This is an optimization exercise on Yosys and OpenROAD, whose aim is small area, not a production implementation. At most, simulation tests tie the RTL to the original design; equivalence was not proved. For runs 2 and 3, only the layout was checked, not whether the RTL still works.

==> design/flow/design.v <==
module fxd #(
    parameter W  = 32,
    parameter K  = 6,
    parameter EW = 8
) (
    input  wire            clk,
    input  wire            rst,
    input  wire            cmd_valid,
    input  wire [W+6:0]    cmd_word,
    output wire            cmd_ready,
    output wire            busy,
    output wire            done,
    output wire [1:0]      result,
    output wire [7:0]      ocount,
    output wire [EW-1:0]   errcode,
    output wire [16+EW-1:0] status,
    output wire            out_valid,
    output wire [7:0]      out_byte,
    output wire [1:0]      out_seg,
    output wire            out_seg_last,
    output wire            out_end,
    input  wire            snk_ready,
    input  wire            snk_err,
    input  wire [EW-1:0]   snk_code
);
    localparam [2:0] IDLE = 3'd0, RESOLVE = 3'd1, INTDIG = 3'd2, FRACDIG = 3'd3,
                     EMIT_SIGN = 3'd4, EMIT_INT = 3'd5, EMIT_POINT = 3'd6,
                     EMIT_FRAC = 3'd7;
    reg [2:0]    phase;
    reg [31:0]   w;
    reg [5:0]    fb;
    reg          pol;
    reg [39:0]   stk;
    reg [2:0]    k;
    reg [7:0]    ocnt;
    reg [1:0]    res;
    reg [EW-1:0] ecode;
    reg          done_q;
    wire [31:0] c_raw = cmd_word[31:0];
    wire [5:0]  c_f   = cmd_word[37:32];
    wire        c_neg = cmd_word[38] & c_raw[31];
    wire        c_legal = ~(c_f[5] & (|c_f[4:0]));
    reg  [31:0] c_mag;
    reg         c_any;
    integer n;
    always @(*) begin
        c_any = 1'b0;
        for (n = 0; n < 32; n = n + 1) begin
            c_mag[n] = c_raw[n] ^ (c_neg & c_any);
            c_any = c_any | c_raw[n];
        end
    end
    wire [4:0]  c_rot = c_f[4:0];
    wire [63:0] c_dbl = {c_mag, c_mag} >> c_rot;
    wire [31:0] c_w   = c_dbl[31:0];
    reg [31:0] lmask;
    integer m;
    always @(*) for (m = 0; m < 32; m = m + 1) lmask[m] = (m + fb < 32);
    wire [31:0] iv = w & lmask;
    reg [31:0] iq;
    reg [3:0]  ir;
    reg        dq;
    integer j;
    always @(*) begin
        ir = 4'd0;
        for (j = 31; j >= 0; j = j - 1) begin
            dq = ir[3] | (ir[2] & (ir[1] | ir[0]));
            iq[j] = dq;
            ir = {(ir[2] & ~ir[1] & ~ir[0]) | (ir[3] & ir[0]),
                  (ir[1] & (~ir[2] | ir[0])) | (ir[3] & ~ir[0]),
                  ir[0] ^ dq, iv[j]};
        end
    end
    wire        pre = (fb > 6'd28);
    reg  [31:0] pmask;
    always @(*) for (m = 0; m < 32; m = m + 1) pmask[m] = pre & (m + fb < 36);
    reg [31:0] fp;
    reg [32:0] fc;       
    reg [31:0] fpp;      
    reg        ca;       
    reg        ta, tb;
    integer b;
    wire [31:0] wa = w & ~pmask;
    always @(*) begin
        fc = 33'd0;
        fpp = 32'd0;
        fp[0] = 1'b0;
        for (b = 1; b < 32; b = b + 1) begin
            ta = (b >= 3) ? w[b-3] : 1'b0;
            tb = w[b-1];
            fpp[b] = ta ^ tb;
            fp[b] = ta ^ tb ^ fc[b];
            fc[b+1] = (ta & tb) | (fc[b] & (ta ^ tb));
        end
        ca = 1'b0;
        for (b = 3; b < 10; b = b + 1)
            ca = (wa[b-3] & wa[b-1]) | (ca & (wa[b-3] ^ wa[b-1]));
    end
    wire        pg   = &fpp[31:10];
    wire        c32a = fc[32] & ~(pg & fc[10] & ~ca);
    wire [3:0]  fdig = {1'b0, w[31:29]} + {3'b000, w[31]} + {3'b000, c32a};
    wire [2:0] kn = k + 3'd1;
    reg fz;
    always @(*) begin
        case (kn)
            3'd1: fz = ~|w[30:0];
            3'd2: fz = ~|w[29:0];
            3'd3: fz = ~|w[28:0];
            3'd4: fz = ~|w[27:0];
            3'd5: fz = ~|w[26:0];
            default: fz = 1'b1;
        endcase
    end
    wire idle = (phase == IDLE);
    assign cmd_ready = idle;
    assign busy      = ~idle;
    assign done      = done_q;
    assign result    = res;
    assign ocount    = ocnt;
    assign errcode   = ecode;
    assign status    = {ecode, ocnt, 4'b0000, res, done_q, ~idle};
    assign out_valid = phase[2];
    assign out_seg   = phase[1:0];
    wire int_last    = (stk[7:4] == 4'hF);
    wire frac_last   = (k == 3'd1);
    assign out_seg_last = (phase == EMIT_INT) ? int_last :
                          (phase == EMIT_FRAC) ? frac_last : 1'b1;
    assign out_end   = (phase == EMIT_FRAC) & frac_last;
    wire [3:0] dig   = phase[1] ? fdig : stk[3:0];
    assign out_byte  = (phase[0]) ? {4'h3, dig} : {4'h2, 2'b11, phase[1], ~phase[1]};
    always @(posedge clk) begin
        if (rst) begin
            phase  <= IDLE;
            ocnt   <= 8'd0;
            res    <= 2'd0;
            ecode  <= {EW{1'b0}};
            done_q <= 1'b0;
        end else begin
            done_q <= 1'b0;
            case (phase)
                IDLE: begin
                    w   <= c_w;
                    fb  <= c_f;
                    pol <= c_neg;
                    stk <= {40{1'b1}};
                    k   <= 3'd0;
                    if (cmd_valid) begin
                        ocnt  <= 8'd0;
                        ecode <= {EW{1'b0}};
                        if (c_legal) begin
                            res   <= 2'd0;
                            phase <= RESOLVE;
                        end else begin
                            res    <= 2'd2;
                            done_q <= 1'b1;
                        end
                    end
                end
                RESOLVE: phase <= INTDIG;
                INTDIG: begin
                    w   <= (w & ~lmask) | iq;
                    stk <= {stk[35:0], ir};
                    if (iq == 32'd0) phase <= FRACDIG;
                end
                FRACDIG: begin
                    k <= kn;
                    if (fz) phase <= pol ? EMIT_SIGN : EMIT_INT;
                end
                default: begin
                    if (snk_err) begin
                        res    <= 2'd3;
                        ecode  <= snk_code;
                        done_q <= 1'b1;
                        phase  <= IDLE;
                    end else if (snk_ready) begin
                        ocnt <= ocnt + 8'd1;
                        case (phase)
                            EMIT_SIGN: phase <= EMIT_INT;
                            EMIT_INT: begin
                                stk <= {4'hF, stk[39:4]};
                                if (int_last) phase <= EMIT_POINT;
                            end
                            EMIT_POINT: phase <= EMIT_FRAC;
                            default: begin
                                w <= fp[31:0];
                                k <= k - 3'd1;
                                if (frac_last) begin
                                    res    <= 2'd1;
                                    done_q <= 1'b1;
                                    phase  <= IDLE;
                                end
                            end
                        endcase
                    end
                end
            endcase
        end
    end
endmodule
==> design/flow/run.sh <==
#!/bin/bash
# synth_recipe.tcl (not shown) runs the flow's synth.tcl, then flattens the netlist and writes it again
# the make line also repeats each setting of config.mk as NAME=value (left out here)
make -C /OpenROAD-flow-scripts/flow DESIGN_CONFIG=/design/flow/config.mk WORK_HOME=/design/flow/orfs CLKGATE_MAP_FILE= SYNTH_SCRIPT=/design/flow/synth_recipe.tcl finish
==> design/flow/config.mk <==
export PLATFORM = sky130hd
export DESIGN_NAME = fxd
export DESIGN_NICKNAME = fxd
export VERILOG_FILES = /design/flow/design.v
export SDC_FILE = /design/flow/constraint.sdc
export NUM_CORES = 4
export LEC_CHECK = 0
export ABC_AREA = 1
export CAP_MARGIN = 20
export CORE_MARGIN = 2
export CORE_UTILIZATION = 40
export SLEW_MARGIN = 20
==> design/flow/constraint.sdc <==
create_clock -name core_clock -period 17.0 [get_ports {clk}]
set_input_delay 3.4000 -clock core_clock [delete_from_list [all_inputs] [get_ports {clk}]]
set_output_delay 3.4000 -clock core_clock [all_outputs]
set_load 0.01 [all_outputs]
==> flow_summary.json, run 1 <==
{
  "ant_nets": 0,
  "clock_latency_ns": 0.36,
  "rr_endpoint": "w[31]",
  "fin_worst_skew_ns": 0.0146,
  "fmaxAchievable_ghz": 0.0607,
  "antenna_cells": 0,
  "cp_max_fo": 4,
  "synth_top_cell_by_area": "edfxtp_1",
  "cts_buffers": 9,
  "drt_iter0_markers": 786,
  "hpwl_mm": 28.9,
  "synth.avg_cell_area_um2": 6.51,
  "period_share": 0.970,
  "cp.arrival_ns": 13.09,
  "dieArea_mm2": 0.0310,
  "max-slew-margin-rel": 0.346,
  "cts.hold.buffers_added": 0,
  "cts_root_buf": "clkbuf_16",
  "synth_edf_count": 82,
  "cp-start-kind": "flip-flop",
  "synthFlopType": "edfxtp_1",
  "crit_required_ns": 13.60,
  "ys_seq_area_frac": 0.245,
  "drt_wl_total_mm": 36.5,
  "grt_max_degree": 54,
  "end_kind": "output pin",
  "clockBufferDepth": 2,
  "synth_most_common_cell": "nand2_1",
  "ys_top_cells_by_count": "530 x nand2_1, 205 x inv_1, 143 x o21ai_0, 140 x nand3_1, 131 x nor2_1",
  "htree_levels": 3,
  "setup_viol": 0,
  "core_region_area_mm2": 0.0294,
  "use_met3": 0.0192,
  "synth_area_leaders": "edfxtp_1 21%, nand2_1 17%, inv_1 6.5%, o21ai_0 6.0%, nand3_1 5.9%",
  "layout-drive-gt1-share": 0.0674,
  "drv_cap": 0,
  "cp-startpoint": "w[0]",
  "fp.dieW_um": 176,
  "r2r_start": "w[0]",
  "syn_inst": 1821,
  "ff2ff_path_depth": 33,
  "grt_antenna_before_repair": 0,
  "die_h_um": 176,
  "final_area_mm2": 0.0134,
  "met1_usage": 0.315,
  "synth_seq_cells": 104,
  "place_area_mm2": 0.0130,
  "finalHoldViolCount": 0,
  "grt.overflow.total": 0,
  "synthArstFlopShare": 0,
  "portBuffers": 102,
  "finalCriticalPeriod_ns": 16.49,
  "criticalPathCategory": "flip-flop to output pin",
  "first_global_vias": 11000,
  "rows": 63,
  "status": "complete, no violations",
  "grt_first_pass_wirelength_mm": 57.3,
  "route.detailed.drc": 0,
  "num_io_pins": 110,
  "gp_congestion": 0.956,
  "grt_use_total": 0.231,
  "r2r_setup_slack_ns": 4.87,
  "cts_tree": "done",
  "drv_slew": 0,
  "clkTransAtPathRegs_ns": 0.08,
  "top_usage_layer": "met2",
  "tns_ns": 0,
  "max_stage_delay_ns": 0.49,
  "firstDrtPassIters": 7,
  "rsz0062_at_grt": "false",
  "cpMostUsedCell": "fa_1",
  "layout.nets": 1992,
  "synth.distinct_cells": 59,
  "wl_per_cell_um": 16.2,
  "netlist_area_mm2": 0.0119,
  "use_met2": 0.392,
  "area_delta_synth_final_pct": 12.7,
  "yosysWarnings": 1,
  "worst_pin_slew_ns": 0.979,
  "start_util": 0.403,
  "crit_end": "out_byte[3]",
  "cts.sinks": 104,
  "synth_top_area_frac": 0.208,
  "vias": 12000,
  "vias_per_cell": 5.31,
  "hold_path.class": "flip-flop to flip-flop",
  "cp_slowest_cell": "clkdlybuf4s50_1"
}
-- cells by family (layout without fill, tap and decap cells) --
group,Yosys count,after routing,synth area share
other,2,7,0.000633
muxes,26,26,0.0219
buffers and inverters,326,369,0.115
xor gates and xnor gates,42,42,0.0310
DFF,104,104,0.245
AOI/OAI and AO/OA,345,345,0.166
and+or+nand+nor,900,900,0.322
adders and majority gates,76,76,0.0985
-- cell type report --
| type | instances | area [um^2] |
|---|---|---|
| clock buffers | 11 | 254 |
| fillers | 3059 | 16000 |
| clock inverters | 5 | 43.8 |
| well taps | 390 | 488 |
| repair buffers | 118 | 1140 |
| flip-flops and latches | 104 | 2900 |
| inverters | 235 | 892 |
| multi-input cells | 1396 | 7650 |
-- placed cells by master, fill, tap and decap left out, types with 33 or more instances in the layout --
cell,instances
o211ai_1,35
clkdlybuf4s50_1,98
inv_1,204
ha_1,47
edfxtp_1,82
a21oi_1,76
nor2_1,129
nand2_1,530
nand2_2,38
o21ai_1,33
xor2_1,35
nand3_1,140
o21ai_0,143
-- sequential cells by signal, summed over array words and instances, names as in the netlist --
| name | count |
|---|---|
| pol | 1 |
| phase | 3 |
| k | 3 |
| done_q | 1 |
| res | 2 |
| ecode | 8 |
| ocnt | 8 |
| w | 32 |
| stk | 40 |
| fb | 6 |
-- critical path: cells and delay by family (launching register included) --
| kind | cells | cell delay, ns |
|---|---|---|
| buf+inv | 4 | 0.66 |
| flops | 1 | 0.44 |
| compound gates | 2 | 0.24 |
| simple gates | 1 | 0.09 |
| fa+ha+maj | 30 | 11.28 |
-- routing by layer --
metal | routed length (um) | share of wire
met1 | 17000 | 0.47
met2 | 17300 | 0.47
met3 | 1460 | 0.040
met4 | 766 | 0.021
met5 | 0 | 0
-- timing repair --
item	4_1_cts	5_1_grt
gates resized for setup	0	6
hold endpoints to repair	0	0
setup endpoints to repair	0	3
buffers inserted	0	3
-- through the flow --
step | std cells | utilization | setup WS (ns) | hold WS (ns)
floorplan | 1826 | - | 1.63 | 0.490
global placement | 2240 | 0.444 | 0.655 | 0.481
detailed placement | 2240 | 0.444 | 0.464 | 0.495
CTS | 2256 | 0.454 | 0.104 | 0.508
global route | 2259 | 0.455 | 0.151 | 0.535
finish | 2259 | 0.455 | 0.513 | 0.503
-- worst min-delay path by stage --
stage	slack (ns)	to	cells after the start	startpoint
2_1_floorplan	0.49	stk[36]	2	stk[32]
3_3_place_gp	0.48	res[0]	2	res[0]
3_5_place_dp	0.49	res[0]	2	res[0]
4_1_cts	0.51	ecode[2]	2	ecode[2]
5_1_grt	0.53	ecode[4]	2	ecode[4]
6_report	0.50	ecode[2]	2	ecode[2]
==> run 2, diff against run 1 <==
--- a/design/flow/design.v
+++ b/design/flow/design.v
@@ -53,7 +53,14 @@
     wire [4:0]  c_rot = c_f[4:0];
-    wire [63:0] c_dbl = {c_mag, c_mag} >> c_rot;
-    wire [31:0] c_w   = c_dbl[31:0];
+    reg  [31:0] c_w;
+    always @(*) begin
+        c_w = c_mag;
+        if (c_rot[4]) c_w = {c_w[15:0], c_w[31:16]};
+        if (c_rot[3]) c_w = {c_w[7:0], c_w[31:8]};
+        if (c_rot[2]) c_w = {c_w[3:0], c_w[31:4]};
+        if (c_rot[1]) c_w = {c_w[1:0], c_w[31:2]};
+        if (c_rot[0]) c_w = {c_w[0], c_w[31:1]};
+    end
     reg [31:0] lmask;
     integer m;
-    always @(*) for (m = 0; m < 32; m = m + 1) lmask[m] = (m + fb < 32);
+    always @(*) lmask = 32'hFFFFFFFF >> fb;
     wire [31:0] iv = w & lmask;
@@ -74,4 +81,3 @@
     wire        pre = (fb > 6'd28);
-    reg  [31:0] pmask;
-    always @(*) for (m = 0; m < 32; m = m + 1) pmask[m] = pre & (m + fb < 36);
+    wire [31:0] pmask = {25'd0, pre & (fb == 6'd29), pre & (fb < 6'd31), pre & (fb < 6'd32), {4{pre}}};
     reg [31:0] fp;
==> run 2 against run 1 <==
Against the previous run:
- still clean
- clock skew is 0.00096 ns lower
- worst hold slack worse by 0.0060 ns
- global-route usage is 1.4 points lower
- critical path type unchanged
==> flow_summary.json, run 2 <==
{
  "multiInputGateArea_mm2": 0.00662,
  "area_delta_synth_final_pct": 13.4,
  "netlist_area_mm2": 0.0107,
  "route.met3.wl_mm": 1.39,
  "seqCellArea_mm2": 0.00290,
  "reg_top3": "stk (40), w (32)",
  "path_depth": 39,
  "period_share": 0.975,
  "ant_nets": 0,
  "clockBufferDepth": 2,
  "fmaxAchievable_ghz": 0.0603,
  "core_region_area_mm2": 0.0261,
  "num_io_pins": 110,
  "crit_required_ns": 13.60,
  "grt_first_pass_wirelength_mm": 49.5,
  "vias_per_cell": 5.31,
  "syn_inst": 1592,
  "synth_edf_count": 82,
  "finalCriticalPeriod_ns": 16.57,
  "cts_buffers": 9,
  "layout_commonest_cell": "nand2_1",
  "cts.sinks": 104,
  "wl_met1_mm": 14.2,
  "synth_most_common_cell": "nand2_1",
  "drv_slew": 0,
  "synth_seq_cells": 104,
  "gp_congestion": 0.896,
  "fin_util": 0.464,
  "synth.distinct_cells": 50,
  "fp.dieW_um": 167,
  "start_util": 0.409,
  "synth.avg_cell_area_um2": 6.71,
  "clkTransAtPathRegs_ns": 0.07,
  "ys_seq_area_frac": 0.272,
  "cp_max_fo": 3,
  "grt_use_total": 0.218,
  "rr_endpoint": "w[31]",
  "top_register": "stk",
  "dieArea_mm2": 0.0280,
  "drv_cap": 0,
  "synthFlopType": "edfxtp_1",
  "layout.nets": 1756,
  "cp-start-kind": "flip-flop",
  "grt.overflow.total": 0,
  "crit_end": "out_byte[2]",
  "cp.arrival_ns": 13.17,
  "synth_area_leaders": "edfxtp_1 23%, nand2_1 14%, o21ai_0 8.9%, inv_1 6.7%, fa_1 5.4%",
  "ys_top_cells_by_count": "409 x nand2_1, 191 x inv_1, 190 x o21ai_0, 117 x nor2_1, 94 x nand3_1",
  "fill_cells": 2693,
  "layout_common_cells": "409 x nand2_1, 191 x inv_1, 190 x o21ai_0",
  "fin_worst_skew_ns": 0.0137,
  "cts_root_buf": "clkbuf_16",
  "tns_ns": 0,
  "vias": 10500,
  "clock_latency_ns": 0.37,
  "antenna_cells": 0,
  "r2r_start": "w[0]",
  "hpwl_mm": 24.1,
  "fin_cells": 1978,
  "max_stage_delay_ns": 0.52,
  "firstDrtPassIters": 17,
  "ff2ff_path_depth": 33,
  "synthArstFlopShare": 0,
  "portBuffers": 102,
  "cts_tree": "done",
  "layout-drive-gt1-share": 0.0639,
  "end_kind": "output pin",
  "synth_top_cell_by_area": "edfxtp_1",
  "top_layer": "met4",
  "rows": 59,
  "finalHoldViolCount": 0,
  "dpl.cell_count": 1959,
  "criticalPathCategory": "flip-flop to output pin",
  "die_h_um": 167,
  "grt_max_degree": 61,
  "crit_family": "adder cells",
  "drt_wl_total_mm": 30.6,
  "status": "complete, no violations",
  "htree_levels": 3,
  "cp_num_buf_inv": 5,
  "worst_pin_slew_ns": 1.03,
  "setup_viol": 0,
  "cp-startpoint": "w[0]",
  "r2r_setup_slack_ns": 5.14,
  "first_global_vias": 9636,
  "dr_wl_met2_mm": 14.5,
  "drt_iter0_markers": 900,
  "cpMostUsedCell": "fa_1",
  "wl_per_cell_um": 15.5,
  "hold_path.class": "flip-flop to flip-flop",
  "yosysWarnings": 1,
  "max-slew-margin-rel": 0.308,
  "cp_slowest_cell": "clkdlybuf4s50_1",
  "cts.hold.buffers_added": 0,
  "largest_reg_flops": 40,
  "route.detailed.drc": 0,
  "synth_top_area_frac": 0.230,
  "grt_antenna_before_repair": 0
}
run 2: worst min path at each step:
stage	start	to	slack (ns)	cells past startpoint
after CTS	ecode[3]	ecode[3]	0.50	2
after detailed placement	ecode[3]	ecode[3]	0.49	2
after global routing	ecode[7]	ecode[7]	0.52	2
final	ecode[3]	ecode[3]	0.50	2
after floorplan	stk[32]	stk[36]	0.49	2
after global placement	ecode[4]	ecode[4]	0.49	2
run 2: worst register-to-register path: cells and delay by family, from the launching register on:
family,cells,cell delay (ns)
adders and majority gates,29,10.91
DFF,1,0.41
and+or+nand+nor,2,0.16
buffers and inverters,2,0.11
run 2: routing by layer:
layer,vias up,track usage
li1,5352,-
met1,4819,0.299
met2,292,0.368
met3,31,0.0191
met4,0,0.0609
met5,-,0
run 2: final cells by class:
cell class / count / share of cell area
multi-input cells: 1198 / 0.546
clock inverters: 6 / 0.00361
flip-flops and latches: 104 / 0.240
repair buffers: 114 / 0.0915
inverters: 211 / 0.0654
well taps: 335 / 0.0346
clock buffers: 10 / 0.0190
run 2: cell families (layout without fill, tap and decap cells):
| group | after synthesis | count (layout) | share of synthesized area |
|---|---|---|---|
| AND/OR/NAND/NOR | 708 | 708 | 0.283 |
| AO/OA/AOI/OAI | 378 | 378 | 0.201 |
| buffers and inverters | 295 | 341 | 0.114 |
| flip-flops | 104 | 104 | 0.272 |
| adder cells (fa/ha/maj) | 66 | 66 | 0.0977 |
| XOR/XNOR | 33 | 33 | 0.0270 |
| multiplexers | 6 | 6 | 0.00562 |
| other | 2 | 7 | 0.000703 |
run 2: what timing repair did:
action,in CTS,in global routing
resized for setup,0,6
buffers inserted,0,3
hold endpoints to repair,0,0
setup endpoints to repair,0,3
run 2: through the flow:
step | cell area (um^2) | worst slack, ns | hold WS (ns)
after floorplan | 10700 | 1.59 | 0.493
after global placement | 11800 | 0.716 | 0.486
after detailed placement | 11800 | 0.498 | 0.493
after CTS | 12100 | 0.165 | 0.503
after global routing | 12100 | -0.00423 | 0.520
final | 12100 | 0.425 | 0.497
==> run 3, diff against run 2 <==
==> design/flow/flow/run.sh (new file) <==
#!/bin/bash
# Standard layout, but the port buffers use the smallest plain buffer cell.
set -euo pipefail
export BUFFER_PORTS_ARGS="-buffer_cell sky130_fd_sc_hd__buf_1"
bash standard.sh finish > standard.log 2>&1
==> design/flow/standard.sh (new file) <==
#!/bin/bash
# synth_recipe.tcl (not shown) runs the flow's synth.tcl, then flattens the netlist and writes it again
# the make line also repeats each setting of config.mk as NAME=value (left out here)
make -C /OpenROAD-flow-scripts/flow DESIGN_CONFIG=/design/flow/config.mk WORK_HOME=/design/flow/orfs CLKGATE_MAP_FILE= SYNTH_SCRIPT=/design/flow/synth_recipe.tcl "${@:-finish}"
removed: design/flow/run.sh
==> run 3 against run 2 <==
Against the previous run:
- maximum frequency hardly changed
- critical path type unchanged
- highest routed layer unchanged
- largest cell class unchanged
- worst setup slack better by 0.0048 ns
- critical path depth is 1 lower
- clock skew is 0.0048 ns lower
- register-to-register slack worse by 0.29 ns
- worst hold slack hardly changed
- final area is 5.0% lower
==> flow_summary.json, run 3 <==
{
  "gp_congestion": 0.910,
  "dpl.cell_count": 1961,
  "largest_reg_flops": 40,
  "r2r_setup_slack_ns": 4.85,
  "cp-startpoint": "w[0]",
  "grt_first_pass_wirelength_mm": 49.9,
  "synth.avg_cell_area_um2": 6.71,
  "vias": 10600,
  "grt.overflow.total": 0,
  "crit_required_ns": 13.60,
  "synthArstFlopShare": 0,
  "synth_top_area_frac": 0.230,
  "ys_seq_area_frac": 0.272,
  "fill_cells": 2739,
  "synth_top_cell_by_area": "edfxtp_1",
  "end_kind": "output pin",
  "start_util": 0.409,
  "route.detailed.drc": 0,
  "criticalPathCategory": "flip-flop to output pin",
  "antenna_cells": 0,
  "cts_buffers": 9,
  "synth_area_leaders": "edfxtp_1 23%, nand2_1 14%, o21ai_0 8.9%, inv_1 6.7%, fa_1 5.4%",
  "cp.arrival_ns": 13.17,
  "multiInputGateArea_mm2": 0.00661,
  "fp.dieW_um": 167,
  "cts_root_buf": "clkbuf_16",
  "r2r_start": "w[0]",
  "wl_per_cell_um": 15.4,
  "cp_slowest_cell": "fa_1",
  "firstDrtPassIters": 18,
  "max-slew-margin-rel": 0.363,
  "synth_edf_count": 82,
  "fin_worst_skew_ns": 0.00892,
  "grt_max_degree": 61,
  "grt_antenna_before_repair": 0,
  "num_io_pins": 110,
  "grt_use_total": 0.218,
  "max_stage_delay_ns": 0.44,
  "fmaxAchievable_ghz": 0.0603,
  "yosysWarnings": 1,
  "finalHoldViolCount": 0,
  "vias_per_cell": 5.35,
  "area_delta_synth_final_pct": 7.73,
  "drt_iter0_markers": 1010,
  "hold_end": "ecode[3]",
  "drt_wl_total_mm": 30.4,
  "synth.distinct_cells": 50,
  "drv_cap": 0,
  "setup_viol": 0,
  "clkTransAtPathRegs_ns": 0.07,
  "cts.sinks": 104,
  "synth_most_common_cell": "nand2_1",
  "hp-start": "ecode[3]",
  "tns_ns": 0,
  "ff2ff_path_depth": 33,
  "reg_top3": "stk (40), w (32)",
  "status": "complete, no violations",
  "first_global_vias": 9744,
  "layout-drive-gt1-share": 0.0614,
  "die_h_um": 167,
  "cpMostUsedCell": "fa_1",
  "period_share": 0.975,
  "worst_pin_slew_ns": 0.954,
  "rr_endpoint": "w[31]",
  "layout.nets": 1758,
  "finalCriticalPeriod_ns": 16.57,
  "min_path_cells": 2,
  "synthFlopType": "edfxtp_1",
  "cp-start-kind": "flip-flop",
  "dieArea_mm2": 0.0280,
  "core_region_area_mm2": 0.0261,
  "hpwl_mm": 23.7,
  "hold_path.class": "flip-flop to flip-flop",
  "ys_top_cells_by_count": "409 x nand2_1, 191 x inv_1, 190 x o21ai_0, 117 x nor2_1, 94 x nand3_1",
  "cts_tree": "done",
  "layout_common_cells": "409 x nand2_1, 192 x inv_1, 190 x o21ai_0",
  "drv_slew": 0,
  "layout_commonest_cell": "nand2_1",
  "fin_cells": 1980,
  "top_register": "stk",
  "syn_inst": 1592,
  "seqCellArea_mm2": 0.00290,
  "portBuffers": 102,
  "synth_seq_cells": 104,
  "cp_max_fo": 3,
  "ant_nets": 0,
  "rows": 59,
  "htree_levels": 3,
  "clockBufferDepth": 2,
  "clock_latency_ns": 0.36,
  "netlist_area_mm2": 0.0107
}
-- run 3: cell counts after synthesis --
No cell type changed its count.
-- run 3: cell families after synthesis --
group           Yosys count  share of synthesized area
flops                   104                      0.272
compound gates          378                      0.201
mux                       6                    0.00562
fa+ha+maj                66                     0.0977
buf+inv                 295                      0.114
simple gates            708                      0.283
xor+xnor                 33                     0.0270
other cells               2                   0.000703
-- run 3: how the worst max path moves through the flow --
stage | end | slack, ns | depth (start not counted)
2_1_floorplan | out_byte[1] | 1.59 | 37
3_3_place_gp | out_byte[1] | 1.03 | 38
3_5_place_dp | out_byte[1] | 0.73 | 38
4_1_cts | out_byte[1] | 0.40 | 38
5_1_grt | out_byte[1] | -0.01 | 38
6_report | out_byte[1] | 0.43 | 38
-- run 3: stage by stage --
stage / area, um^2 / utilization / setup WS, ns / hold WS [ns]
CTS: 11500 / 0.440 / 0.401 / 0.499
detailed placement: 11200 / 0.428 / 0.734 / 0.488
floorplan: 10700 / - / 1.59 / 0.493
finish: 11500 / 0.440 / 0.430 / 0.497
global placement: 11200 / 0.428 / 1.03 / 0.481
global route: 11500 / 0.440 / -0.0131 / 0.516
-- run 3: routing by layer --
layer  GRT usage  vias up  part of all wire
li1            -     5355                 -
met2       0.359      290              0.47
met5           0        -                 0
met4      0.0582        0             0.020
met3      0.0291       41             0.054
met1       0.302     4910              0.46
-- run 3: cell type report --
type,instances,share of cell area
flip-flops and latches,104,0.252
clock inverters,6,0.00435
multi-input cells,1198,0.574
inverters,211,0.0688
clock buffers,10,0.0217
repair buffers,116,0.0425
well taps,335,0.0364
-- run 3: critical path, delay by kind of cell (launching register included) --
kind,cells,cell delay [ns]
adders and majority gates,31,11.71
AOI/OAI and AO/OA,3,0.38
buffers and inverters,4,0.31
DFF,1,0.43
-- run 3: repair_timing --
action | 4_1_cts | 5_1_grt
gates resized for setup | 0 | 0
hold buffers | 0 | 0
endpoints found under the hold margin | 0 | 0
setup buffers | 0 | 3
endpoints found under the setup margin | 0 | 3
==> run 4, diff against run 3 <==
--- a/design/flow/design.v
+++ b/design/flow/design.v
@@ -34,3 +34,3 @@
     reg [2:0]    k;
-    reg [7:0]    ocnt;
+    reg [4:0]    ocnt;      
     reg [1:0]    res;
@@ -124,5 +124,5 @@
     assign result    = res;
-    assign ocount    = ocnt;
+    assign ocount    = {3'b000, ocnt};
     assign errcode   = ecode;
-    assign status    = {ecode, ocnt, 4'b0000, res, done_q, ~idle};
+    assign status    = {ecode, 3'b000, ocnt, 4'b0000, res, done_q, ~idle};
     assign out_valid = phase[2];
@@ -139,3 +139,3 @@
             phase  <= IDLE;
-            ocnt   <= 8'd0;
+            ocnt   <= 5'd0;
             res    <= 2'd0;
@@ -150,6 +150,6 @@
                     pol <= c_neg;
-                    stk <= {40{1'b1}};
+                    stk[3:0] <= 4'hF;
                     k   <= 3'd0;
                     if (cmd_valid) begin
-                        ocnt  <= 8'd0;
+                        ocnt  <= 5'd0;
                         ecode <= {EW{1'b0}};
@@ -181,3 +181,3 @@
                     end else if (snk_ready) begin
-                        ocnt <= ocnt + 8'd1;
+                        ocnt <= ocnt + 5'd1;
                         case (phase)
==> design/flow/flow/run.sh (replaced) <==
#!/bin/bash
set -euo pipefail
here=$(pwd)
rm -rf "$here/scripts_alt"
cp -r "$FLOW_HOME/scripts" "$here/scripts_alt"
cp "$here/flow/abc_area.script" "$here/scripts_alt/abc_area.script"
export SCRIPTS_DIR="$here/scripts_alt"
export BUFFER_PORTS_ARGS="-buffer_cell sky130_fd_sc_hd__buf_1"
export CTS_ARGS="-sink_clustering_enable -repair_clock_nets -dont_use_dummy_load -sink_clustering_size 50 -sink_clustering_max_diameter 300"
bash standard.sh finish > "$here/standard.log" 2>&1
==> design/flow/flow/abc_area.script (new file) <==
strash
&get -n
&deepsyn -T 60
&put
balance
rewrite
refactor
balance
rewrite
rewrite -z
balance
refactor -z
rewrite -z
balance
dch -f
amap
topo
==> run 4 against run 3 <==
Against the previous run:
- still clean on timing, DRC and antenna
- maximum frequency up 0.38%
- clock skew up 0.012 ns
- utilization up 1.8 points
- largest cell class unchanged
==> flow_summary.json, run 4 <==
{
  "status": "complete, no violations",
  "core_region_area_mm2": 0.0233,
  "dieArea_mm2": 0.0247,
  "drv_cap": 0,
  "top_register": "stk",
  "tns_ns": 0,
  "syn_inst": 1148,
  "drt_wl_total_mm": 30.2,
  "firstDrtPassIters": 6,
  "worst_pin_slew_ns": 1.05,
  "cp_num_buf_inv": 4,
  "end_kind": "output pin",
  "num_io_pins": 110,
  "reg_top3": "stk (40), w (32), ecode (8)",
  "gp_congestion": 0.970,
  "synthMuxAreaShare": 0,
  "crit_family": "adder cells",
  "area_delta_synth_final_pct": 13.8,
  "synthFlopType": "edfxtp_1",
  "grt.overflow.total": 0,
  "die_h_um": 157,
  "vias_per_cell": 6.00,
  "synth_top_area_frac": 0.263,
  "cp_slowest_cell": "edfxtp_1",
  "grt_first_pass_wirelength_mm": 46.3,
  "netlist_area_mm2": 0.00938,
  "cts.hold.buffers_added": 0,
  "drt_iter0_markers": 922,
  "cts_buffers": 9,
  "yosys.area_share.simple": 0.172,
  "vias": 9494,
  "synth_area_leaders": "edfxtp_1 26%, o22a_1 10%, nor2_1 8.5%, fa_1 6.2%, a21oi_1 5.0%",
  "layout.nets": 1384,
  "synth_top_cell_by_area": "edfxtp_1",
  "synth.distinct_cells": 52,
  "drv_slew": 0,
  "period_share": 0.971,
  "synthAdderAreaFrac": 0.111,
  "start_util": 0.403,
  "clkTransAtPathRegs_ns": 0.07,
  "cp_max_fo": 4,
  "wl_per_cell_um": 19.1,
  "finalCriticalPeriod_ns": 16.51,
  "hold_path.class": "flip-flop to flip-flop",
  "criticalPathCategory": "flip-flop to output pin",
  "finalHoldViolCount": 0,
  "cts_root_buf": "clkbuf_16",
  "synthArstFlopShare": 0,
  "fp.dieW_um": 157,
  "rows": 56,
  "route.detailed.drc": 0,
  "grt_antenna_before_repair": 0,
  "fin_worst_skew_ns": 0.0214,
  "portBuffers": 96,
  "ant_nets": 0,
  "fmaxAchievable_ghz": 0.0606,
  "cts_tree": "done",
  "cp.arrival_ns": 13.11,
  "fin_util": 0.459,
  "synth_most_common_cell": "nor2_1",
  "cts.sinks": 101,
  "max-slew-margin-rel": 0.294,
  "setup_viol": 0,
  "synth_top_family_by_area": "compound AO/OA/AOI/OAI gates",
  "antenna_cells": 0,
  "first_global_vias": 8487,
  "htree_levels": 3,
  "ys_top_cells_by_count": "213 x nor2_1, 116 x clkinv_1, 111 x o22a_1, 94 x a21oi_1, 82 x edfxtp_1",
  "grt_max_degree": 47,
  "max_stage_delay_ns": 0.45,
  "largest_reg_flops": 40,
  "synth_compound_area_frac": 0.341,
  "layout_commonest_cell": "nor2_1",
  "synth.avg_cell_area_um2": 8.17,
  "yosysWarnings": 1,
  "synth_seq_cells": 101,
  "layout_common_cells": "202 x nor2_1, 114 x clkinv_1, 111 x o22a_1",
  "synth_edf_count": 82,
  "grt_use_total": 0.240,
  "synth_xor_area_frac": 0,
  "cp-start-kind": "flip-flop",
  "ys_seq_area_frac": 0.303,
  "clockBufferDepth": 2,
  "layout-drive-gt1-share": 0.0704,
  "crit_required_ns": 13.60,
  "clock_latency_ns": 0.36,
  "hpwl_mm": 22.7,
  "cpMostUsedCell": "fa_1",
  "hold_ws_ns": 0.481
}
==> run 4: logic make-up after synthesis <==
group	after synthesis
flops	101
other cells	2
buf+inv	147
fa+ha+maj	66
compound gates	460
simple gates	372
==> run 4: worst reg2reg max path, delay by kind of cell (launching register included) <==
| family | cells | cell delay [ns] |
|---|---|---|
| AO/OA/AOI/OAI | 41 | 7.60 |
| AND/OR/NAND/NOR | 42 | 5.40 |
| buffers and inverters | 17 | 2.12 |
| flip-flops | 1 | 0.37 |
==> run 4: cell type report <==
cell class	instances	area [um^2]
clock buffer	9	225
fill	2375	12600
inverter	116	437
multi-input combinational	911	6170
sequential	101	2840
tap	319	399
timing repair buffer	127	593
==> run 4: path summary, 6_finish.rpt <==
path	startpoint	end	slack, ns	depth (start not counted)
hold reg to reg	res[1]	res[1]	0.48	2
setup reg to reg	w[30]	w[0]	1.25	100
setup / recovery	w[2]	out_byte[2]	0.49	38
hold / removal	res[1]	res[1]	0.48	2
==> run 4: what timing repair did <==
item / 4_1_cts / 5_1_grt
gates resized for setup: 13 / 53
setup endpoints to repair: 6 / 11
pin swaps: 0 / 13
buffers inserted: 0 / 18
endpoints found under the hold margin: 0 / 0
==> run 4: stage by stage <==
step           instance area (um^2)  worst slack, ns  instances
2_1_floorplan                  9420             1.38       1159
3_3_place_gp                  10100           -0.605       1556
3_5_place_dp                  10100           -0.706       1556
4_1_cts                       10300           0.0101       1565
5_1_grt                       10700           -0.316       1583
6_report                      10700            0.493       1583
==> run 4: routing by layer <==
layer	part of all wire	vias up	track usage
met4	0.029	0	0.0823
met1	0.45	4451	0.334
met3	0.068	58	0.0383
met2	0.45	399	0.380
li1	-	4586	-
met5	0	-	0
==> run 5, diff against run 4 <==
--- a/design/flow/flow/run.sh
+++ b/design/flow/flow/run.sh
@@ -9,2 +9,3 @@
 export CTS_ARGS="-sink_clustering_enable -repair_clock_nets -dont_use_dummy_load -sink_clustering_size 50 -sink_clustering_max_diameter 300"
+export RECOVER_POWER=100
 bash standard.sh finish > "$here/standard.log" 2>&1
==> run 5 against run 4 <==
Against the previous run:
- now fails the layout checks on max-capacitance violations, max-slew violations
- die area is the same
- register-to-register slack got worse by 0.03 ns
- critical path depth did not move
- final area decreased by 0.39%
- count of clock-buffer cells in the layout unchanged
- synthesized cell count unchanged
- global-route usage unchanged
- sequential share of layout area grew 0.10 points
- area after synthesis unchanged
- largest cell class unchanged
- maximum frequency is essentially flat
==> flow_summary.json, run 5 <==
{
  "crit_family": "adder cells",
  "antenna_cells": 0,
  "synth.distinct_cells": 52,
  "dieArea_mm2": 0.0247,
  "first_global_vias": 8487,
  "tns_ns": 0,
  "criticalPathCategory": "flip-flop to output pin",
  "check-failures": "max-capacitance violations, max-slew violations",
  "cpMostUsedCell": "fa_1",
  "num_io_pins": 110,
  "cp_num_buf_inv": 4,
  "rows": 56,
  "route.detailed.drc": 0,
  "ys_seq_area_frac": 0.303,
  "fin_worst_skew_ns": 0.0216,
  "hpwl_mm": 22.7,
  "grt_antenna_before_repair": 0,
  "vias": 9500,
  "r2r_start": "w[30]",
  "multiInputGateArea_mm2": 0.00617,
  "max_stage_delay_ns": 0.46,
  "syn_inst": 1148,
  "fp.dieW_um": 157,
  "hold_path.class": "flip-flop to flip-flop",
  "synth.avg_cell_area_um2": 8.17,
  "fin_util": 0.457,
  "hp-start": "res[1]",
  "die_h_um": 157,
  "clkTransAtPathRegs_ns": 0.07,
  "finalHoldViolCount": 0,
  "portBuffers": 96,
  "fill_cells": 2381,
  "start_util": 0.403,
  "synth_most_common_cell": "nor2_1",
  "top_register": "stk",
  "cp-startpoint": "w[2]",
  "largest_reg_flops": 40,
  "drv_cap": 5,
  "synth_area_leaders": "edfxtp_1 26%, o22a_1 10%, nor2_1 8.5%, fa_1 6.2%, a21oi_1 5.0%",
  "wl_per_cell_um": 19.1,
  "synth_seq_cells": 101,
  "cts_buffers": 9,
  "drv_slew": 179,
  "finalCriticalPeriod_ns": 16.50,
  "grt_use_total": 0.240,
  "cp_slowest_cell": "edfxtp_1",
  "synth_top_cell_by_area": "edfxtp_1",
  "reg_top3": "stk (40), w (32), ecode (8)",
  "gp_congestion": 0.970,
  "drt_wl_total_mm": 30.2,
  "max-slew-margin-rel": -0.507,
  "clock_latency_ns": 0.36,
  "clockBufferDepth": 2,
  "ys_top_cells_by_count": "213 x nor2_1, 116 x clkinv_1, 111 x o22a_1, 94 x a21oi_1, 82 x edfxtp_1",
  "crit_required_ns": 13.60,
  "layout_common_cells": "202 x nor2_1, 114 x clkinv_1, 111 x o22a_1",
  "firstDrtPassIters": 6,
  "layout-drive-gt1-share": 0.0617,
  "grt.overflow.total": 0,
  "yosysWarnings": 1,
  "netlist_area_mm2": 0.00938,
  "synthArstFlopShare": 0,
  "layout_commonest_cell": "nor2_1",
  "htree_levels": 3,
  "synth_top_area_frac": 0.263,
  "cp-start-kind": "flip-flop",
  "area_delta_synth_final_pct": 13.4,
  "drt_iter0_markers": 964,
  "synth_edf_count": 82,
  "seqCellArea_mm2": 0.00284,
  "worst_pin_slew_ns": 2.26,
  "cp_max_fo": 4,
  "cts_tree": "done",
  "fmaxAchievable_ghz": 0.0606,
  "period_share": 0.971,
  "cts.sinks": 101,
  "grt_max_degree": 47,
  "vias_per_cell": 6.00,
  "cp.arrival_ns": 13.10,
  "status": "finished with violations",
  "grt_first_pass_wirelength_mm": 46.3,
  "core_region_area_mm2": 0.0233,
  "synthFlopType": "edfxtp_1",
  "end_kind": "output pin",
  "layout.nets": 1384,
  "ant_nets": 0,
  "cts_root_buf": "clkbuf_16",
  "setup_viol": 0
}
-- run 5: cell count changes in the layout (fill, tap and decap cells not counted), sizes merged --
cell | before | now
buf | 127 | 115
clkbuf | 9 | 21
-- run 5: per-stage QoR --
stage / hold WS (ns) / cell area (um^2) / worst slack, ns / std cells
4_1_cts: 0.491 / 10300 / 0.0101 / 1565
6_report: 0.481 / 10600 / 0.496 / 1583
3_5_place_dp: 0.478 / 10100 / -0.706 / 1556
3_3_place_gp: 0.469 / 10100 / -0.605 / 1556
2_1_floorplan: 0.492 / 9420 / 1.38 / 1159
5_1_grt: 0.523 / 10600 / -0.316 / 1583
-- run 5: cells by family after synthesis --
logic type | synth area share
AOI/OAI and AO/OA | 0.341
adders and majority gates | 0.111
buffers and inverters | 0.0713
DFF | 0.303
other | 0.000801
and+or+nand+nor | 0.172
-- run 5: repair_timing --
item / 4_1_cts / 5_1_grt
resized for setup: 13 / 53
hold buffers: 0 / 0
pin swaps: 0 / 13
setup endpoints to repair: 6 / 11
buffers inserted: 0 / 18
-- run 5: cell type report --
class	instances	share of cell area
inverters	116	0.0411
clock buffers	9	0.0212
well taps	319	0.0376
flip-flops and latches	101	0.267
multi-input cells	911	0.581
repair buffers	127	0.0519
-- run 5: final timing paths --
kind / endpoint / slack (ns) / depth (start not counted)
setup reg to reg: w[0] / 1.22 / 100
hold reg to reg: res[1] / 0.48 / 2
setup / recovery: out_byte[2] / 0.50 / 38
hold / removal: res[1] / 0.48 / 2
-- run 5: routing by layer --
layer,track usage,part of all wire
met1,0.334,0.45
met2,0.380,0.45
met3,0.0383,0.069
met4,0.0823,0.030
met5,0,0
-- run 5: worst min-delay path: stages, from the launching register on --
cell	delay [ns]
dfxtp_1	0.32
nand2_1	0.05
o21ai_0	0.06
==> run 6, diff against run 5 <==
--- a/design/flow/flow/run.sh
+++ b/design/flow/flow/run.sh
@@ -9,3 +9,2 @@
 export CTS_ARGS="-sink_clustering_enable -repair_clock_nets -dont_use_dummy_load -sink_clustering_size 50 -sink_clustering_max_diameter 300"
-export RECOVER_POWER=100
 bash standard.sh finish > "$here/standard.log" 2>&1
--- a/design/flow/config.mk
+++ b/design/flow/config.mk
@@ -8,5 +8,5 @@
 export ABC_AREA = 1
-export CAP_MARGIN = 20
+export CAP_MARGIN = 0
 export CORE_MARGIN = 2
 export CORE_UTILIZATION = 40
-export SLEW_MARGIN = 20
+export SLEW_MARGIN = 0
==> run 6 against run 5 <==
Against the previous run:
- now clean on timing, DRC and antenna
- count of clock-buffer cells in the layout did not move
- clock skew rose by 0.0032 ns
- worst setup slack got worse by 0.17 ns
- maximum frequency fell by 1.0%
- critical endpoint unchanged
- largest cell class unchanged
- highest routed layer unchanged
==> flow_summary.json, run 6 <==
{
  "period_share": 0.981,
  "cp-startpoint": "w[2]",
  "cp.arrival_ns": 13.28,
  "core_region_area_mm2": 0.0227,
  "grt_max_degree": 61,
  "synth_seq_cells": 101,
  "syn_inst": 1185,
  "cts_buffers": 9,
  "start_util": 0.409,
  "area_delta_synth_final_pct": 21.1,
  "ff2ff_path_depth": 115,
  "max_stage_delay_ns": 0.42,
  "cts_root_buf": "clkbuf_16",
  "fp.dieW_um": 156,
  "largest_reg_flops": 40,
  "r2r_setup_slack_ns": 1.13,
  "antenna_cells": 0,
  "fin_worst_skew_ns": 0.0247,
  "wl_per_cell_um": 18.2,
  "layout-drive-gt1-share": 0.151,
  "finalHoldViolCount": 0,
  "r2r_start": "fb[2]",
  "hold_end": "res[1]",
  "htree_levels": 3,
  "portBuffers": 96,
  "synth_area_leaders": "edfxtp_1 26%, nor2_1 9.2%, o22a_1 6.3%, fa_1 6.2%, a21oi_1 5.9%",
  "synth_top_area_frac": 0.265,
  "worst_pin_slew_ns": 0.936,
  "cp-start-kind": "flip-flop",
  "layout_common_cells": "212 x nor2_1, 113 x clkinv_1, 106 x buf_4",
  "hp-start": "res[1]",
  "cts.hold.buffers_added": 0,
  "setup_viol": 0,
  "tns_ns": 0,
  "synth.avg_cell_area_um2": 7.85,
  "fmaxAchievable_ghz": 0.0600,
  "cts.sinks": 101,
  "synthFlopType": "edfxtp_1",
  "vias": 9632,
  "drv_cap": 0,
  "drt_wl_total_mm": 30.3,
  "synth_edf_count": 82,
  "first_global_vias": 8789,
  "layout_commonest_cell": "nor2_1",
  "crit_required_ns": 13.60,
  "top_register": "stk",
  "gp_congestion": 0.942,
  "drt_iter0_markers": 677,
  "hold_path.class": "flip-flop to flip-flop",
  "grt_antenna_before_repair": 1,
  "max-slew-margin-rel": 0.360,
  "die_h_um": 156,
  "layout.nets": 1496,
  "synth.distinct_cells": 46,
  "synth_most_common_cell": "nor2_1",
  "cp_max_fo": 2,
  "cpMostUsedCell": "fa_1",
  "ys_seq_area_frac": 0.306,
  "yosysWarnings": 1,
  "firstDrtPassIters": 5,
  "rows": 55,
  "grt_use_total": 0.243,
  "synthArstFlopShare": 0,
  "ys_top_cells_by_count": "228 x nor2_1, 119 x clkinv_1, 110 x a21oi_1, 102 x o21ai_0",
  "cp_slowest_cell": "fa_1",
  "num_io_pins": 110,
  "synth_top_cell_by_area": "edfxtp_1",
  "reg_top3": "stk (40), w (32), ecode (8)",
  "criticalPathCategory": "flip-flop to output pin",
  "route.detailed.drc": 0,
  "clockBufferDepth": 2,
  "netlist_area_mm2": 0.00930,
  "rr_endpoint": "phase[0]",
  "hpwl_mm": 23.0,
  "clock_latency_ns": 0.37,
  "dieArea_mm2": 0.0245,
  "cts_tree": "done",
  "drv_slew": 0,
  "status": "complete, no violations",
  "clkTransAtPathRegs_ns": 0.06,
  "min_path_cells": 2,
  "ant_nets": 0,
  "grt_first_pass_wirelength_mm": 46.7,
  "finalCriticalPeriod_ns": 16.68,
  "vias_per_cell": 5.80,
  "grt.overflow.total": 0,
  "end_kind": "output pin"
}
-- run 6: changes by cell type in the layout (fill, tap and decap cells not counted), moves of 14 or more --
cell,previous run,this run
nand2_1,61,79
o22a_1,111,67
o22ai_1,53,80
o21ai_2,4,20
buf_4,20,106
o21ai_0,58,72
-- run 6: through the flow --
step / setup slack (ns) / cell area, um^2 / util / cells / hold WS [ns]
after CTS: 0.0591 / 10700 / 0.473 / 1641 / 0.481
after detailed placement: -1.04 / 10500 / 0.462 / 1632 / 0.473
after global routing: -0.367 / 11300 / 0.496 / 1661 / 0.507
after global placement: 0.0358 / 10500 / 0.462 / 1632 / 0.465
after floorplan: 0.0399 / 9350 / - / 1196 / 0.492
final: 0.323 / 11300 / 0.496 / 1661 / 0.482
-- run 6: what timing repair did --
action                                 in CTS  in global routing
endpoints found under the hold margin       0                  0
setup endpoints to repair                   7                 12
buffers inserted                            0                 20
pin swaps                                   0                 37
gates resized for setup                    18                121
-- run 6: cells by family (layout without fill, tap and decap cells) --
family                   after synthesis  count (layout)  synth area share
AND/OR/NAND/NOR                      404             404             0.187
XOR/XNOR                               1               1          0.000942
flip-flops                           101             101             0.306
buffers and inverters                150             330            0.0731
other                                  2              13          0.000808
adder cells (fa/ha/maj)               66              66             0.112
AO/OA/AOI/OAI                        461             461             0.320
-- run 6: routing by layer --
layer | part of all wire | global-route usage | wire [um]
met1 | 0.46 | 0.341 | 14000
met2 | 0.44 | 0.373 | 13500
met3 | 0.072 | 0.0534 | 2170
met4 | 0.022 | 0.0786 | 680
met5 | 0 | 0 | 0
-- run 6: worst max-delay path: cells and delay by family, from the launching register on --
kind	cells	cell delay, ns
simple gates	1	0.13
flops	1	0.41
buf+inv	4	0.32
compound gates	2	0.42
fa+ha+maj	31	11.67
-- run 6: cell type report --
class | instances | area (um^2)
inverters | 119 | 447
well taps | 285 | 357
flip-flops and latches | 101 | 2840
multi-input cells | 945 | 6230
fillers | 2208 | 11500
clock buffers | 9 | 225
repair buffers | 202 | 1160
-- run 6: how the worst max path moves through the flow --
stage	endpoint	cells past startpoint
floorplan	phase[0]	109
global placement	phase[0]	111
detailed placement	phase[0]	111
CTS	phase[0]	114
global route	phase[0]	117
finish	out_byte[2]	38
==> run 7, diff against run 6 <==
--- a/design/flow/flow/run.sh
+++ b/design/flow/flow/run.sh
@@ -8,3 +8,3 @@
 export BUFFER_PORTS_ARGS="-buffer_cell sky130_fd_sc_hd__buf_1"
-export CTS_ARGS="-sink_clustering_enable -repair_clock_nets -dont_use_dummy_load -sink_clustering_size 50 -sink_clustering_max_diameter 300"
+export CTS_ARGS="-sink_clustering_enable -repair_clock_nets -dont_use_dummy_load -sink_clustering_size 25 -buf_list sky130_fd_sc_hd__clkbuf_8"
 bash standard.sh finish > "$here/standard.log" 2>&1
--- a/design/flow/config.mk
+++ b/design/flow/config.mk
@@ -8,5 +8,5 @@
 export ABC_AREA = 1
-export CAP_MARGIN = 0
+export CAP_MARGIN = 20
 export CORE_MARGIN = 2
 export CORE_UTILIZATION = 40
-export SLEW_MARGIN = 0
+export SLEW_MARGIN = 20
==> run 7 against run 6 <==
Against the previous run:
- via count down 1.3%
- still clean
- critical endpoint unchanged
- worst hold slack better by 0.0035 ns
- worst setup slack better by 0.18 ns
- sequential share of layout area up 1.6 points
==> flow_summary.json, run 7 <==
{
  "status": "complete, no violations",
  "final_area_mm2": 0.0106,
  "clockBufferDepth": 2,
  "r2r_setup_slack_ns": 1.39,
  "fin_util": 0.455,
  "dieArea_mm2": 0.0247,
  "drt_iter0_markers": 918,
  "hpwl_mm": 22.7,
  "top_usage_layer": "met2",
  "finalHoldViolCount": 0,
  "max_stage_delay_ns": 0.47,
  "grt_use_total": 0.240,
  "synth_top_area_frac": 0.263,
  "finalCriticalPeriod_ns": 16.50,
  "layout_commonest_cell": "nor2_1",
  "die_h_um": 157,
  "r2r_start": "fb[1]",
  "synthFlopType": "edfxtp_1",
  "end_kind": "output pin",
  "cp_slowest_cell": "edfxtp_1",
  "synth_seq_cells": 101,
  "hold_path.class": "flip-flop to flip-flop",
  "crit_required_ns": 13.60,
  "use_met3": 0.0374,
  "reg_top3": "stk (40), w (32), ecode (8)",
  "synth_top_cell_by_area": "edfxtp_1",
  "synthArstFlopShare": 0,
  "synth_most_common_cell": "nor2_1",
  "yosysWarnings": 1,
  "ys_top_cells_by_count": "213 x nor2_1, 116 x clkinv_1, 111 x o22a_1, 94 x a21oi_1, 82 x edfxtp_1",
  "antenna_cells": 0,
  "grt_max_degree": 47,
  "period_share": 0.970,
  "pre_cts_ws_ns": -0.706,
  "hold_ws_ns": 0.485,
  "synth_edf_count": 82,
  "use_met2": 0.377,
  "layout_common_cells": "202 x nor2_1, 113 x clkinv_1, 111 x o22a_1",
  "drt_wl_total_mm": 30.1,
  "cts.hold.buffers_added": 0,
  "min_path_cells": 2,
  "wl_per_cell_um": 19.0,
  "layout-drive-gt1-share": 0.0704,
  "area_delta_synth_final_pct": 12.8,
  "cp_num_buf_inv": 4,
  "worst_pin_slew_ns": 1.07,
  "ff2ff_path_depth": 96,
  "fp.dieW_um": 157,
  "cts_tree": "done",
  "drv_cap": 0,
  "cp_max_fo": 4,
  "num_io_pins": 110,
  "cp.arrival_ns": 13.10,
  "setup_viol": 0,
  "synth.distinct_cells": 52,
  "ant_nets": 0,
  "cts_root_buf": "clkbuf_8",
  "hp-start": "res[1]",
  "clkTransAtPathRegs_ns": 0.10,
  "cpMostUsedCell": "fa_1",
  "fin_worst_skew_ns": 0.0345,
  "grt_first_pass_wirelength_mm": 46.2,
  "gp_congestion": 0.970,
  "ys_seq_area_frac": 0.303,
  "synth.avg_cell_area_um2": 8.17,
  "netlist_area_mm2": 0.00938,
  "syn_inst": 1148,
  "fmaxAchievable_ghz": 0.0606,
  "layout.nets": 1384,
  "worst_slack_ns": 0.504,
  "cp-start-kind": "flip-flop",
  "crit_family": "adder cells",
  "route.detailed.drc": 0,
  "start_util": 0.403,
  "met1_usage": 0.334,
  "drv_slew": 0,
  "cts_buffers": 9,
  "grt.overflow.total": 0,
  "rr_endpoint": "w[0]",
  "firstDrtPassIters": 8,
  "core_region_area_mm2": 0.0233,
  "clock_latency_ns": 0.40,
  "first_global_vias": 8465,
  "top_register": "stk",
  "criticalPathCategory": "flip-flop to output pin",
  "vias": 9505,
  "htree_levels": 3,
  "cts.sinks": 101,
  "largest_reg_flops": 40,
  "grt_antenna_before_repair": 0,
  "portBuffers": 96,
  "rows": 56,
  "place_area_mm2": 0.0101,
  "synth_area_leaders": "edfxtp_1 26%, o22a_1 10%, nor2_1 8.5%, fa_1 6.2%, a21oi_1 5.0%",
  "hold_end": "res[1]",
  "tns_ns": 0,
  "max-slew-margin-rel": 0.276,
  "vias_per_cell": 6.00
}
==> run 7: metal layers <==
layer,vias up,part of all wire
met2,380,0.45
met4,0,0.030
met1,4474,0.45
met5,-,0
met3,61,0.066
li1,4590,-
==> run 7: worst register-to-register path: cells and delay by family (launching register included) <==
| family | cells | cell delay [ns] |
|---|---|---|
| simple gates | 42 | 5.89 |
| flops | 1 | 0.49 |
| compound gates | 40 | 7.33 |
| buf+inv | 14 | 1.70 |
==> run 7: cells by family after synthesis <==
group / synth area share
and+or+nand+nor: 0.172
DFF: 0.303
buffers and inverters: 0.0713
other: 0.000801
adders and majority gates: 0.111
AOI/OAI and AO/OA: 0.341
==> run 7: area by class of cell <==
class	instances	area, um^2
multi-input combinational	911	6180
timing repair buffer	127	593
fill	2378	12700
clock buffer	9	124
inverter	116	437
sequential	101	2840
tap	319	399
==> run 7: through the flow <==
| stage | cells |
|---|---|
| final | 1583 |
| after global routing | 1583 |
| after CTS | 1566 |
| after detailed placement | 1556 |
| after global placement | 1556 |
| after floorplan | 1159 |
==> run 7: worst max-delay path by stage <==
| stage | from | cells after the start | to | slack (ns) |
|---|---|---|---|---|
| final | w[2] | 38 | out_byte[2] | 0.50 |
| after global routing | fb[1] | 101 | stk[1] | -0.22 |
| after CTS | fb[5] | 95 | w[0] | 0.002 |
| after detailed placement | fb[5] | 93 | stk[1] | -0.71 |
| after global placement | fb[5] | 93 | w[0] | -0.60 |
| after floorplan | w[2] | 37 | out_byte[2] | 1.38 |
==> run 7: repair_timing <==
action / 4_1_cts / 5_1_grt
gates cloned: 0 / 0
pin swaps: 0 / 13
endpoints found under the hold margin: 0 / 0
setup endpoints to repair: 6 / 12
gates resized for setup: 12 / 55
buffers inserted: 1 / 17
==> run 8, diff against run 7 <==
--- a/design/flow/flow/run.sh
+++ b/design/flow/flow/run.sh
@@ -8,3 +8,2 @@
 export BUFFER_PORTS_ARGS="-buffer_cell sky130_fd_sc_hd__buf_1"
-export CTS_ARGS="-sink_clustering_enable -repair_clock_nets -dont_use_dummy_load -sink_clustering_size 25 -buf_list sky130_fd_sc_hd__clkbuf_8"
 bash standard.sh finish > "$here/standard.log" 2>&1
==> run 8 against run 7 <==
Against the previous run:
- still clean on timing, DRC and antenna
- die area is the same
- sequential cell count is the same
- worst setup slack lost 0.047 ns
- clock skew shrank 0.025 ns
- via count grew 0.46%
==> flow_summary.json, run 8 <==
{
  "status": "complete, no violations",
  "reg_top3": "stk (40), w (32), ecode (8)",
  "antenna_cells": 0,
  "synth_top_cell_by_area": "edfxtp_1",
  "max_stage_delay_ns": 0.45,
  "fp.dieW_um": 157,
  "grt_max_degree": 47,
  "criticalPathCategory": "flip-flop to output pin",
  "core_region_area_mm2": 0.0233,
  "ys_seq_area_frac": 0.303,
  "layout-drive-gt1-share": 0.0777,
  "clkTransAtPathRegs_ns": 0.08,
  "start_util": 0.403,
  "ys_top_cells_by_count": "213 x nor2_1, 116 x clkinv_1, 111 x o22a_1, 94 x a21oi_1, 82 x edfxtp_1",
  "cp_max_fo": 4,
  "fin_worst_skew_ns": 0.00991,
  "setup_viol": 0,
  "clock_latency_ns": 0.36,
  "cp.arrival_ns": 13.14,
  "yosysWarnings": 1,
  "synth_edf_count": 82,
  "hold_ws_ns": 0.482,
  "cts_tree": "done",
  "gp_congestion": 0.970,
  "cp_slowest_cell": "edfxtp_1",
  "dieArea_mm2": 0.0247,
  "hold_end": "res[1]",
  "htree_levels": 3,
  "min_path_cells": 2,
  "drt_wl_total_mm": 30.2,
  "clockBufferDepth": 2,
  "r2r_start": "fb[5]",
  "fmaxAchievable_ghz": 0.0604,
  "layout_common_cells": "201 x nor2_1, 113 x clkinv_1, 111 x o22a_1",
  "die_h_um": 157,
  "area_delta_synth_final_pct": 14.7,
  "firstDrtPassIters": 7,
  "r2r_setup_slack_ns": 1.32,
  "first_global_vias": 8505,
  "grt.overflow.total": 0,
  "synthFlopType": "edfxtp_1",
  "crit_required_ns": 13.60,
  "layout.nets": 1387,
  "cts_root_buf": "clkbuf_16",
  "top_register": "stk",
  "fin_util": 0.462,
  "rows": 56,
  "cts_buffers": 9,
  "netlist_area_mm2": 0.00938,
  "finalCriticalPeriod_ns": 16.54,
  "finalHoldViolCount": 0,
  "cts.sinks": 101,
  "num_io_pins": 110,
  "period_share": 0.973,
  "grt_antenna_before_repair": 0,
  "cpMostUsedCell": "fa_1",
  "grt_use_total": 0.241,
  "worst_pin_slew_ns": 0.901,
  "synthArstFlopShare": 0,
  "synth_most_common_cell": "nor2_1",
  "crit_family": "adder cells",
  "grt_first_pass_wirelength_mm": 46.6,
  "ant_nets": 0,
  "cp-start-kind": "flip-flop",
  "vias_per_cell": 5.99,
  "route.detailed.drc": 0,
  "synth_area_leaders": "edfxtp_1 26%, o22a_1 10%, nor2_1 8.5%, fa_1 6.2%, a21oi_1 5.0%",
  "drt_iter0_markers": 979,
  "wl_per_cell_um": 18.9,
  "layout_commonest_cell": "nor2_1",
  "syn_inst": 1148,
  "ff2ff_path_depth": 97,
  "vias": 9549,
  "end_kind": "output pin",
  "largest_reg_flops": 40,
  "drv_slew": 0,
  "hp-start": "res[1]",
  "max-slew-margin-rel": 0.393,
  "cp_num_buf_inv": 4,
  "synth.avg_cell_area_um2": 8.17,
  "hold_path.class": "flip-flop to flip-flop",
  "drv_cap": 0,
  "portBuffers": 96,
  "synth_top_area_frac": 0.263,
  "hpwl_mm": 22.7,
  "rr_endpoint": "w[0]",
  "synth_seq_cells": 101,
  "synth.distinct_cells": 52
}
-- run 8: cell counts after synthesis --
Identical to the previous run, type by type.
-- run 8: how the worst max path moves through the flow --
| stage | slack, ns | depth (start not counted) | start | end |
|---|---|---|---|---|
| 6_report | 0.46 | 38 | w[2] | out_byte[2] |
| 5_1_grt | -0.18 | 102 | w[30] | stk[1] |
| 4_1_cts | 0.003 | 97 | w[30] | w[0] |
| 3_5_place_dp | -0.71 | 93 | fb[5] | stk[1] |
| 3_3_place_gp | -0.60 | 93 | fb[5] | w[0] |
| 2_1_floorplan | 1.38 | 37 | w[2] | out_byte[2] |
-- run 8: repair_timing --
action | 4_1_cts | 5_1_grt
endpoints found under the setup margin | 6 | 13
pin swaps | 0 | 13
setup buffers | 0 | 21
resized for setup | 13 | 53
hold buffers | 0 | 0
-- run 8: routing by layer --
metal	vias up	wire length, um	track usage
li1	4599	-	-
met1	4503	13600	0.337
met2	389	13700	0.385
met3	58	2050	0.0311
met4	0	833	0.0814
met5	-	0	0
-- run 8: area by class of cell --
cell class | count | area [um^2]
Inverter | 116 | 437
Clock inverter | 7 | 62.6
Clock buffer | 9 | 225
Multi-Input combinational cell | 911 | 6170
Tap cell | 319 | 399
Fill cell | 2365 | 12500
Timing Repair Buffer | 130 | 616
Sequential cell | 101 | 2840
-- run 8: cell families after synthesis --
kind of cell | count (synthesis) | synth area share
flip-flops | 101 | 0.303
AO/OA/AOI/OAI | 460 | 0.341
AND/OR/NAND/NOR | 372 | 0.172
adder cells (fa/ha/maj) | 66 | 0.111
buffers and inverters | 147 | 0.0713
other | 2 | 0.000801
-- run 8: metrics by stage --
| step | area [um^2] | instances | setup slack [ns] | TNS [ns] |
|---|---|---|---|---|
| detailed placement | 10100 | 1556 | -0.706 | -2.76 |
| finish | 10800 | 1593 | 0.457 | 0 |
| floorplan | 9420 | 1159 | 1.38 | 0 |
| global placement | 10100 | 1556 | -0.605 | -2.21 |
| global route | 10800 | 1593 | -0.181 | -0.465 |
| CTS | 10400 | 1572 | 0.00316 | 0 |
-- run 8: worst min-delay path: stages (launching register included) --
cell	delay, ns
dfxtp_1	0.33
nand2_1	0.05
o21ai_0	0.06

port drivers added, routing unchanged:
No port has a modelled driver above. Below, the same layouts with a new extraction and two added sets of constraints. Step 1 (the two cells are an assumption about what drives the block):
set clk [get_ports {clk}]
set_driving_cell -lib_cell sky130_fd_sc_hd__clkbuf_16 $clk
set_driving_cell -lib_cell sky130_fd_sc_hd__buf_2 [delete_from_list [all_inputs] $clk]
Step 2 moves the port delays by t, midway between the first and last clock arrival at a register: inputs arrive t later, outputs are due t later. That takes back most of the time a late clock gives input paths. Slacks: ideal ports / drivers / drivers and shift; pairs: ideal ports / drivers.
run | t (ns) | setup slack, ns | hold WS [ns] | slew at the worst register clock pin (ns) | pins driven straight from the clock port
run 1 | 0.399 | 0.513 / 0.470 / 0.869 | 0.503 / 0.503 / 0.503 | 0.08 / 0.08 | 1
run 2 | 0.401 | 0.425 / 0.381 / 0.782 | 0.497 / 0.497 / 0.497 | 0.08 / 0.08 | 1
run 3 | 0.404 | 0.430 / 0.381 / 0.785 | 0.497 / 0.497 / 0.497 | 0.08 / 0.08 | 1
run 4 | 0.393 | 0.493 / 0.447 / 0.841 | 0.481 / 0.481 / 0.481 | 0.08 / 0.08 | 1
run 5 | 0.395 | 0.496 / 0.451 / 0.846 | 0.481 / 0.481 / 0.481 | 0.08 / 0.08 | 1
run 6 | 0.402 | 0.323 / 0.275 / 0.677 | 0.482 / 0.482 / 0.482 | 0.08 / 0.08 | 1
run 7 | 0.418 | 0.504 / 0.462 / 0.881 | 0.485 / 0.485 / 0.485 | 0.12 / 0.12 | 1
run 8 | 0.399 | 0.457 / 0.414 / 0.812 | 0.482 / 0.482 / 0.482 | 0.08 / 0.08 | 1
